This design comes from an exercise in tuning for small area on the open sky130 flow, not from production work. RTL that was checked went through simulation tests only; none was proved equivalent to the original. Power and IR drop assume default switching activity.

==> flow/design.v (excerpt) <==
module ircore_tx (
    input  wire        clk,
    input  wire        rst,             
    input  wire        enq_valid,       
    input  wire        enq_rc6,         
    input  wire [2:0]  enq_mode,        
    input  wire [7:0]  enq_a,           
    input  wire [7:0]  enq_b,           
    output wire        enq_ready,       
    output wire        tx,              
    output wire        tx_idle          
);
    localparam [1:0] ST_IDLE = 2'd0, ST_HDR = 2'd1, ST_DAT = 2'd2, ST_TRL = 2'd3;
    reg  [19:0] q [0:8];
    reg  [8:0]  v;              
    wire [8:0]  fr;             
    wire        pop;            
    assign fr[8] = ~v[8] | pop;
    genvar gi;
    generate
        for (gi = 0; gi < 8; gi = gi + 1) begin : g_fr
            assign fr[gi] = ~v[gi] | fr[gi + 1];
        end
    endgenerate
    assign enq_ready = fr[0];
    assign tx_idle   = ~|v;
    always @(posedge clk) begin
        if (fr[0]) q[0] <= {enq_rc6, enq_mode, enq_a, enq_b};
    end
    generate
        for (gi = 1; gi < 9; gi = gi + 1) begin : g_q
            always @(posedge clk) begin
                if (fr[gi]) q[gi] <= q[gi - 1];
            end
        end
    endgenerate
    always @(posedge clk) begin
        if (rst) v <= 9'd0;
        else     v <= (fr & {v[7:0], enq_valid}) | (~fr & v);
    end
    wire [19:0] hd  = q[8];
    wire        rc6 = hd[19];
    reg        act;             
    reg [5:0]  n;               
    reg [1:0]  c;               
    reg [10:0] pre;             
  ...
==> module ircore_tx, before the edit <==
module ircore_tx (
    input  wire        clk,
    input  wire        rst,             
    input  wire        enq_valid,       
    input  wire        enq_rc6,         
    input  wire [2:0]  enq_mode,        
    input  wire [7:0]  enq_a,           
    input  wire [7:0]  enq_b,           
    output wire        enq_ready,       
    output wire        tx,              
    output wire        tx_idle          
);
    localparam [1:0] ST_IDLE = 2'd0, ST_HDR = 2'd1, ST_DAT = 2'd2, ST_TRL = 2'd3;
    reg  [19:0] q [0:8];
    reg  [8:0]  v;              
    wire [8:0]  fr;             
    wire        pop;            
    assign fr[8] = ~v[8] | pop;
    genvar gi;
    generate
        for (gi = 0; gi < 8; gi = gi + 1) begin : g_fr
            assign fr[gi] = ~v[gi] | fr[gi + 1];
        end
    endgenerate
    assign enq_ready = fr[0];
    assign tx_idle   = ~|v;
    always @(posedge clk) begin
        if (fr[0]) q[0] <= {enq_rc6, enq_mode, enq_a, enq_b};
    end
    generate
        for (gi = 1; gi < 9; gi = gi + 1) begin : g_q
            always @(posedge clk) begin
                if (fr[gi]) q[gi] <= q[gi - 1];
            end
        end
    endgenerate
    always @(posedge clk) begin
        if (rst) v <= 9'd0;
        else     v <= (fr & {v[7:0], enq_valid}) | (~fr & v);
    end
    wire [19:0] hd  = q[8];
    wire        rc6 = hd[19];
    reg        act;             
    reg [5:0]  n;               
    reg [1:0]  c;               
    reg [10:0] pre;             
    reg        tg;              
    wire tick = (pre == {5'b00001, rc6, 5'b00110});
    wire [7:0] src = n[4] ? hd[7:0] : hd[15:8];
    wire       sb  = src[~n[2:0]];
    wire [3:0] mt  = {tg, hd[16], hd[17], hd[18]};
    wire       b   = rc6 ? ((n[4:3] == 2'b00) ? (n[2] ? mt[n[1:0]] : 1'b1) : sb)
                         : sb ^ n[3];
    wire       w2  = (n[4:3] == 2'b00) & (n[2] | (n[1] ^ n[0]));
    wire lvl = rc6 ? ((n[4:0] == 5'd1) | (~(n[4] & n[3]) & (b ^ (w2 ? c[1] : c[0]))))
                   : (n[5] ? ~(n[2] & n[1]) : (c == 2'd0));
    wire cl   = rc6 ? w2 : (n[5] | b);
    wire send = c[0] & (c[1] == cl);
    wire fend = rc6 ? ((n[4:0] == 5'd26) & c[0]) : n[5] & ~n[4];
    assign pop = act & tick & fend;
    assign tx  = act & lvl;
    always @(posedge clk) begin
        pre <= (~act | tick) ? 11'b01011011001 : {pre[9:0], pre[10] ^ pre[1]};
        if (~act) begin
            n <= rc6 ? 6'd1 : 6'd58;
            c <= 2'd0;
        end else if (tick) begin
            if (send) begin
                n <= n + 6'd1;
                c <= 2'd0;
            end else begin
                c <= c + 2'd1;
            end
        end
    end
    always @(posedge clk) begin
        if (rst) begin
            act <= 1'b0;
            tg  <= 1'b0;
        end else begin
            if (~act) act <= v[8];
            else if (pop) begin
                act <= 1'b0;
                if (rc6) tg <= ~tg;
            end
        end
    end
endmodule
export LEC_CHECK = 0
export CAP_MARGIN = 20
export CORE_MARGIN = 2
export CORE_UTILIZATION = 40
export CTS_BUF_LIST = sky130_fd_sc_hd__clkbuf_8
export CTS_CLUSTER_DIAMETER = 60
export CTS_CLUSTER_SIZE = 20
export SLEW_MARGIN = 20
create_clock -name core_clock -period 10.0 [get_ports {clk}]
standard.sh (not shown) runs the stock make flow with config.mk's settings and CLKGATE_MAP_FILE= SYNTH_SCRIPT=/design/flow/synth_recipe.tcl, a recipe that flattens the netlist after the stock synthesis.
==> flow/flow/run.sh <==
#!/bin/bash
# The standard layout (standard.sh), with smaller port buffers and a clock
# tree built without dummy balancing loads.
set -euo pipefail
export BUFFER_PORTS_ARGS="-buffer_cell sky130_fd_sc_hd__buf_1"
export CTS_ARGS="-sink_clustering_enable -repair_clock_nets -buf_list sky130_fd_sc_hd__clkbuf_8 -root_buf sky130_fd_sc_hd__clkbuf_4 -sink_clustering_size 20 -sink_clustering_max_diameter 60 -dont_use_dummy_load"
bash standard.sh > standard.log 2>&1
The baseline finished with timing, DRC and antenna clean.
Change:
--- a/flow/design.v
+++ b/flow/design.v
@@ -9,36 +9,40 @@
     output wire        enq_ready,       
     output wire        tx,              
     output wire        tx_idle          
 );
-    localparam [1:0] ST_IDLE = 2'd0, ST_HDR = 2'd1, ST_DAT = 2'd2, ST_TRL = 2'd3;
     reg  [19:0] q [0:8];
-    reg  [8:0]  v;              
+    wire [8:0]  v;              
     wire [8:0]  fr;             
     wire        pop;            
-    assign fr[8] = ~v[8] | pop;
     genvar gi;
+    generate
+        for (gi = 0; gi < 9; gi = gi + 1) begin : g_v
+            assign v[gi] = q[gi][19] | ~q[gi][16];
+        end
+    endgenerate
+    assign fr[8] = ~v[8] | pop | rst;
     generate
         for (gi = 0; gi < 8; gi = gi + 1) begin : g_fr
             assign fr[gi] = ~v[gi] | fr[gi + 1];
         end
     endgenerate
     assign enq_ready = fr[0];
     assign tx_idle   = ~|v;
+    wire [19:0] in = {enq_valid & enq_rc6 & ~rst, enq_mode[2:1],
+                      ~enq_valid | (enq_rc6 & enq_mode[0]), enq_a, enq_b};
     always @(posedge clk) begin
-        if (fr[0]) q[0] <= {enq_rc6, enq_mode, enq_a, enq_b};
+        if (fr[0]) q[0] <= in | {3'd0, rst, 16'd0};
     end
     generate
         for (gi = 1; gi < 9; gi = gi + 1) begin : g_q
             always @(posedge clk) begin
-                if (fr[gi]) q[gi] <= q[gi - 1];
+                if (fr[gi])
+                    q[gi] <= {q[gi - 1][19] & ~rst, q[gi - 1][18:17],
+                              q[gi - 1][16] | rst, q[gi - 1][15:0]};
             end
         end
     endgenerate
-    always @(posedge clk) begin
-        if (rst) v <= 9'd0;
-        else     v <= (fr & {v[7:0], enq_valid}) | (~fr & v);
-    end
     wire [19:0] hd  = q[8];
     wire        rc6 = hd[19];
     reg        act;             
     reg [5:0]  n;               
@@ -55,10 +59,10 @@
     wire lvl = rc6 ? ((n[4:0] == 5'd1) | (~(n[4] & n[3]) & (b ^ (w2 ? c[1] : c[0]))))
                    : (n[5] ? ~(n[2] & n[1]) : (c == 2'd0));
     wire cl   = rc6 ? w2 : (n[5] | b);
     wire send = c[0] & (c[1] == cl);
-    wire fend = rc6 ? ((n[4:0] == 5'd26) & c[0]) : n[5] & ~n[4];
-    assign pop = act & tick & fend;
+    wire fend = rc6 ? (n[4] & n[3] & n[1] & c[0]) : n[5] & ~n[4];
+    assign pop = tick & fend;
     assign tx  = act & lvl;
     always @(posedge clk) begin
         pre <= (~act | tick) ? 11'b01011011001 : {pre[9:0], pre[10] ^ pre[1]};
         if (~act) begin
Sequential power fell by about 4%; die area rose by 0.59%; count of clock-buffer cells in the layout does not change; worst setup slack loses 2.0 ns; core utilization barely changes; synthesized cell count rose by 6.0%; wire length rose by 2.0%.
For the second run of this note, only the layout was checked, not whether the RTL still works.

Setup of rev 12:
Another version of the RTL of ircore_tx (not shown whole).
Size in the first run: roughly 380 cells after synthesis, ~210 flip-flops, ~26 I/O pins, ~7200 µm² of cells after synthesis.
==> module ircore_tx, before the edit <==
module ircore_tx (
    input  wire        clk,
    input  wire        rst,             
    input  wire        enq_valid,       
    input  wire        enq_rc6,         
    input  wire [2:0]  enq_mode,        
    input  wire [7:0]  enq_a,           
    input  wire [7:0]  enq_b,           
    output wire        enq_ready,       
    output wire        tx,              
    output wire        tx_idle          
);
    localparam [1:0] ST_IDLE = 2'd0, ST_HDR = 2'd1, ST_DAT = 2'd2, ST_TRL = 2'd3;
    reg  [19:0] q [0:8];
    reg  [8:0]  v;              
    wire [8:0]  fr;             
    wire        pop;            
    assign fr[8] = ~v[8] | pop;
    genvar gi;
    generate
        for (gi = 0; gi < 8; gi = gi + 1) begin : g_fr
            assign fr[gi] = ~v[gi] | fr[gi + 1];
        end
    endgenerate
    assign enq_ready = fr[0];
    assign tx_idle   = ~|v;
    always @(posedge clk) begin
        if (fr[0]) q[0] <= {enq_rc6, enq_mode, enq_a, enq_b};
    end
    generate
        for (gi = 1; gi < 9; gi = gi + 1) begin : g_q
            always @(posedge clk) begin
                if (fr[gi]) q[gi] <= q[gi - 1];
            end
        end
    endgenerate
    always @(posedge clk) begin
        if (rst) v <= 9'd0;
        else     v <= (fr & {v[7:0], enq_valid}) | (~fr & v);
    end
    wire [19:0] hd  = q[8];
    wire        rc6 = hd[19];
    reg        act;             
    reg [5:0]  n;               
    reg [1:0]  c;               
    reg [10:0] pre;             
    reg        tg;              
    wire tick = rc6 ? (pre == 11'b01010001111) : (pre == 11'b11101011101);
    wire [7:0] src = n[4] ? hd[7:0] : hd[15:8];
    wire       sb  = src[~n[2:0]];
    wire [3:0] mt  = {tg, hd[16], hd[17], hd[18]};
    wire       b   = rc6 ? ((n[4:3] == 2'b00) ? (n[2] ? mt[n[1:0]] : 1'b1) : sb)
                         : sb ^ n[3];
    wire       w2  = (n[4:3] == 2'b00) & (n[2] | (n[1] ^ n[0]));
    wire lvl = rc6 ? ((n[4:0] == 5'd1) | (~(n[4] & n[3]) & (b ^ (w2 ? c[1] : c[0]))))
                   : (n[5] ? ~(n[2] & n[1]) : (c == 2'd0));
    wire cl   = rc6 ? w2 : (n[5] | b);
    wire send = c[0] & (c[1] == cl);
    wire fend = rc6 ? ((n[4:0] == 5'd26) & c[0]) : n[5] & ~n[4];
    assign pop = act & tick & fend;
    assign tx  = act & lvl;
    always @(posedge clk) begin
        pre <= (~act | tick) ? 11'd0 : {pre[9:0], ~(pre[10] ^ pre[8])};
        if (~act) begin
            n <= rc6 ? 6'd1 : 6'd58;
            c <= 2'd0;
        end else if (tick) begin
            if (send) begin
                n <= n + 6'd1;
                c <= 2'd0;
            end else begin
                c <= c + 2'd1;
            end
        end
    end
    always @(posedge clk) begin
        if (rst) begin
            act <= 1'b0;
            tg  <= 1'b0;
        end else begin
            if (~act) act <= v[8];
            else if (pop) begin
                act <= 1'b0;
                if (rc6) tg <= ~tg;
            end
        end
    end
endmodule
clock: 10.0 ns
lec_check: 0
cap_margin: 20
core_margin: 2
core_utilization: 40
cts_buf_list: sky130_fd_sc_hd__clkbuf_8
cts_cluster_diameter: 60
cts_cluster_size: 20
slew_margin: 20
run.sh (not shown) runs the stock make flow with config.mk's settings and CLKGATE_MAP_FILE= SYNTH_SCRIPT=/design/flow/synth_recipe.tcl, a recipe that flattens the netlist after the stock synthesis.
Stock flow here: none of the scripts above is used.
Changes in rev 13 relative to rev 12:
--- a/flow/design.v
+++ b/flow/design.v
@@ -45,7 +45,7 @@
     reg [1:0]  c;               
     reg [10:0] pre;             
     reg        tg;              
-    wire tick = rc6 ? (pre == 11'b01010001111) : (pre == 11'b11101011101);
+    wire tick = rc6 ? (pre == 11'b11001111010) : (pre == 11'b01011001011);
     wire [7:0] src = n[4] ? hd[7:0] : hd[15:8];
     wire       sb  = src[~n[2:0]];
     wire [3:0] mt  = {tg, hd[16], hd[17], hd[18]};
@@ -60,7 +60,7 @@
     assign pop = act & tick & fend;
     assign tx  = act & lvl;
     always @(posedge clk) begin
-        pre <= (~act | tick) ? 11'd0 : {pre[9:0], ~(pre[10] ^ pre[8])};
+        pre <= (~act | tick) ? 11'd0 : {~pre[9:0], ~(pre[10] ^ pre[8])};
         if (~act) begin
             n <= rc6 ? 6'd1 : 6'd58;
             c <= 2'd0;
--- outcome ---
- Net switching share of the total power (higher): rev 12
- On synthesized netlist net count: rev 13 sits below rev 12.
- Rev 12 → rev 13: first-pass GRT wire length decreased by 490 µm relative to the old numbers, sequential share of cell area increased by 1.1 points relative to the old numbers.
- On rev 13: relative contribution of combinational cells to total power is 0.4 points lower than what rev 12 gave.
- Rev 12 leaves more setup margin than rev 13.
- Higher synthesized area was reported by rev 12, not rev 13.
- Compared with rev 12, rev 13 instantiates a smaller number of cells.
- Changes observed in rev 13 relative to rev 12: site row count fell about 2%, post-detailed-routing wire length saw a decrease.
For rev 12, only the layout was checked, not whether the RTL still works.

== old ==
Another version of the RTL of ircore_tx (not shown whole).
Size: roughly 340 cells after synthesis, roughly 26 I/O pins.
==> module ircore_tx, before the edit <==
module ircore_tx (
    input  wire        clk,
    input  wire        rst,             
    input  wire        enq_valid,       
    input  wire        enq_rc6,         
    input  wire [2:0]  enq_mode,        
    input  wire [7:0]  enq_a,           
    input  wire [7:0]  enq_b,           
    output wire        enq_ready,       
    output wire        tx,              
    output wire        tx_idle          
);
    reg  [19:0] q [0:8];
    wire [8:0]  v;              
    wire [8:0]  fr;             
    wire        pop;            
    genvar gi;
    generate
        for (gi = 0; gi < 9; gi = gi + 1) begin : g_v
            assign v[gi] = q[gi][19] | ~q[gi][16];
        end
    endgenerate
    assign fr[8] = ~v[8] | pop | rst;
    generate
        for (gi = 0; gi < 8; gi = gi + 1) begin : g_fr
            assign fr[gi] = ~v[gi] | fr[gi + 1];
        end
    endgenerate
    assign enq_ready = fr[0];
    assign tx_idle   = ~|v;
    wire [19:0] in = {enq_valid & enq_rc6 & ~rst, enq_mode[2:1],
                      ~enq_valid | (enq_rc6 & enq_mode[0]), enq_a, enq_b};
    always @(posedge clk) begin
        if (fr[0]) q[0] <= in | {3'd0, rst, 16'd0};
    end
    generate
        for (gi = 1; gi < 9; gi = gi + 1) begin : g_q
            always @(posedge clk) begin
                if (fr[gi])
                    q[gi] <= {q[gi - 1][19] & ~rst, q[gi - 1][18:17],
                              q[gi - 1][16] | rst, q[gi - 1][15:0]};
            end
        end
    endgenerate
    wire [19:0] hd  = q[8];
    wire        rc6 = hd[19];
    reg        act;             
    reg [5:0]  n;               
    reg [1:0]  c;               
    reg [10:0] pre;             
    reg        tg;              
    wire tick = (pre == {5'b00001, rc6, 5'b00110});
    wire [7:0] src = n[4] ? hd[7:0] : hd[15:8];
    wire       sb  = src[~n[2:0]];
    wire [3:0] mt  = {tg, hd[16], hd[17], hd[18]};
    wire       b   = rc6 ? ((n[4:3] == 2'b00) ? (n[2] ? mt[n[1:0]] : 1'b1) : sb)
                         : sb ^ n[3];
    wire       w2  = (n[4:3] == 2'b00) & (n[2] | (n[1] ^ n[0]));
    wire lvl = rc6 ? ((n[4:0] == 5'd1) | (~(n[4] & n[3]) & (b ^ (w2 ? c[1] : c[0]))))
                   : (n[5] ? ~(n[2] & n[1]) : (c == 2'd0));
    wire cl   = rc6 ? w2 : (n[5] | b);
    wire send = c[0] & (c[1] == cl);
    wire fend = rc6 ? ((n[4:0] == 5'd26) & c[0]) : n[5] & ~n[4];
    assign pop = act & tick & fend;
    assign tx  = act & lvl;
    always @(posedge clk) begin
        pre <= (~act | tick) ? 11'b01011011001 : {pre[9:0], pre[10] ^ pre[1]};
        if (~act) begin
            n <= rc6 ? 6'd1 : 6'd58;
            c <= 2'd0;
        end else if (tick) begin
            if (send) begin
                n <= n + 6'd1;
                c <= 2'd0;
            end else begin
                c <= c + 2'd1;
            end
        end
    end
    always @(posedge clk) begin
        if (rst) begin
            act <= 1'b0;
            tg  <= 1'b0;
        end else begin
            if (~act) act <= v[8];
            else if (pop) begin
                act <= 1'b0;
                if (rc6) tg <= ~tg;
            end
        end
    end
endmodule
clock: 10.0 ns
lec_check: 0
cap_margin: 20
core_margin: 2
core_utilization: 40
cts_buf_list: sky130_fd_sc_hd__clkbuf_8
cts_cluster_diameter: 60
cts_cluster_size: 20
slew_margin: 20
standard.sh (not shown) runs the stock make flow with config.mk's settings and CLKGATE_MAP_FILE= SYNTH_SCRIPT=/design/flow/synth_recipe.tcl, a recipe that flattens the netlist after the stock synthesis.
==> flow/flow/run.sh <==
#!/bin/bash
# The standard layout (standard.sh), with smaller port buffers and a clock
# tree built without dummy balancing loads.
set -euo pipefail
export BUFFER_PORTS_ARGS="-buffer_cell sky130_fd_sc_hd__buf_1"
export CTS_ARGS="-sink_clustering_enable -repair_clock_nets -buf_list sky130_fd_sc_hd__clkbuf_8 -root_buf sky130_fd_sc_hd__clkbuf_4 -sink_clustering_size 21 -sink_clustering_max_diameter 60 -dont_use_dummy_load"
bash standard.sh > standard.log 2>&1
Inputs modified between old and new:
==> flow/design.v <==
module ircore_tx (
    input  wire        clk,
    input  wire        rst,             
    input  wire        enq_valid,       
    input  wire        enq_rc6,         
    input  wire [2:0]  enq_mode,        
    input  wire [7:0]  enq_a,           
    input  wire [7:0]  enq_b,           
    output wire        enq_ready,       
    output wire        tx,              
    output wire        tx_idle          
);
    reg  [19:0] q [0:8];
    wire [8:0]  v;              
    wire [8:0]  fr;             
    wire [8:0]  ld;             
    wire [8:0]  kp;             
    wire        pop;            
    genvar gi;
    generate
        for (gi = 0; gi < 9; gi = gi + 1) begin : g_v
            assign v[gi] = q[gi][19] | q[gi][16];
        end
    endgenerate
    assign fr[8] = ~v[8] | pop;
    assign kp[8] = ~pop & ~rst;
    generate
        for (gi = 0; gi < 8; gi = gi + 1) begin : g_fr
            assign fr[gi] = ~v[gi] | fr[gi + 1];
            assign kp[gi] = ~fr[gi + 1] & ~rst;
        end
    endgenerate
    assign ld = fr & {9{~rst}};
    assign enq_ready = fr[0];
    assign tx_idle   = ~|v;
    wire [19:0] in = {enq_rc6, enq_mode[2:1], ~enq_rc6 | enq_mode[0], enq_a, enq_b};
    always @(posedge clk) begin
        q[0] <= ({20{ld[0] & enq_valid}} & in) | ({20{kp[0]}} & q[0]);
    end
    generate
        for (gi = 1; gi < 9; gi = gi + 1) begin : g_q
            always @(posedge clk) begin
                q[gi] <= ({20{ld[gi]}} & q[gi - 1]) | ({20{kp[gi]}} & q[gi]);
            end
        end
    endgenerate
    wire [19:0] hd  = q[8];
    wire        rc6 = hd[19];
    reg        act;             
    reg [5:0]  n;               
    reg [1:0]  c;               
    reg [10:0] pre;             
    reg        tg;              
    wire tick = (pre == {5'b00001, rc6, 5'b00110});
    wire [7:0] src = n[4] ? hd[7:0] : hd[15:8];
    wire       sb  = src[~n[2:0]];
    wire [3:0] mt  = {tg, hd[16], hd[17], hd[18]};
    wire       b   = rc6 ? ((n[4:3] == 2'b00) ? (n[2] ? mt[n[1:0]] : 1'b1) : sb)
                         : sb ^ n[3];
    wire       w2  = (n[4:3] == 2'b00) & (n[2] | (n[1] ^ n[0]));
    wire lvl = rc6 ? ((n[4:0] == 5'd1) | (~(n[4] & n[3]) & (b ^ (w2 ? c[1] : c[0]))))
                   : (n[5] ? ~(n[2] & n[1]) : (c == 2'd0));
    wire cl   = rc6 ? w2 : (n[5] | b);
    wire send = c[0] & (c[1] == cl);
    wire fend = rc6 ? ((n[4:0] == 5'd26) & c[0]) : n[5] & ~n[4];
    assign pop = act & tick & fend;
    assign tx  = act & lvl;
    always @(posedge clk) begin
        pre <= (~act | tick) ? 11'b01011011001 : {pre[9:0], pre[10] ^ pre[1]};
        if (~act) begin
            n <= rc6 ? 6'd1 : 6'd58;
            c <= 2'd0;
        end else if (tick) begin
            if (send) begin
                n <= n + 6'd1;
                c <= 2'd0;
            end else begin
                c <= c + 2'd1;
            end
        end
    end
    always @(posedge clk) begin
        if (rst) begin
            act <= 1'b0;
            tg  <= 1'b0;
        end else begin
            if (~act) act <= v[8];
            else if (pop) begin
                act <= 1'b0;
                if (rc6) tg <= ~tg;
            end
        end
    end
endmodule
[summary]
Count of flip-flops with a built-in enable after synthesis in new is 180 below old. Of the two candidates, old has the worse worst relative slew slack and new the better one. Between old and new, the fraction of standard cell area that is sequential is lower for new. Non-clock inverter count in the final layout: new vs old down 1. Design area: old vs new, no meaningful difference. Relative to old, full die area increased by 0.92% in new.

[port drivers added, routing unchanged]
The flow's constraints put no driver on any port. The routed layouts listed below were extracted and timed again, unchanged, in two steps.
Step 1: set_driving_cell puts a clkbuf_16 on clk and a buf_2 on each other input, an assumption about the parent block.
Step 2 adds t to the input delays and takes it off the output delays; t is the mean of the earliest and latest rising clock arrival at the registers after step 1. Input paths then give back, and output paths get back, about the clock's delay inside the block.
Slacks: ideal / step 1 / step 2; pairs: ideal / step 1.
| run | shift t [ns] | setup slack, ns | worst setup path at the end | worst slew at a driven data input, ns |
|---|---|---|---|---|
| the first run of note 1 | 0.580 | 4.904 / 4.875 / 5.454 | register to output | 0.03 |
| the second run of note 1 | 0.552 | 2.952 / 2.924 / 2.924 | input to output | 0.03 |
| rev 12 | 0.506 | 4.219 / 4.184 / 4.690 | register to output | 0.03 |
| rev 13 | 0.512 | 4.184 / 4.149 / 4.661 | register to output | 0.03 |
| old | 0.576 | 2.797 / 2.767 / 2.767 | input to output | 0.04 |
| new | 0.594 | 4.980 / 4.945 / 5.539 | register to output | 0.05 |
After both steps setup and hold are still met in every run listed. For old, which loses most, drivers alone change the setup slack by -0.030 ns; drivers and shift together by -0.030 ns.
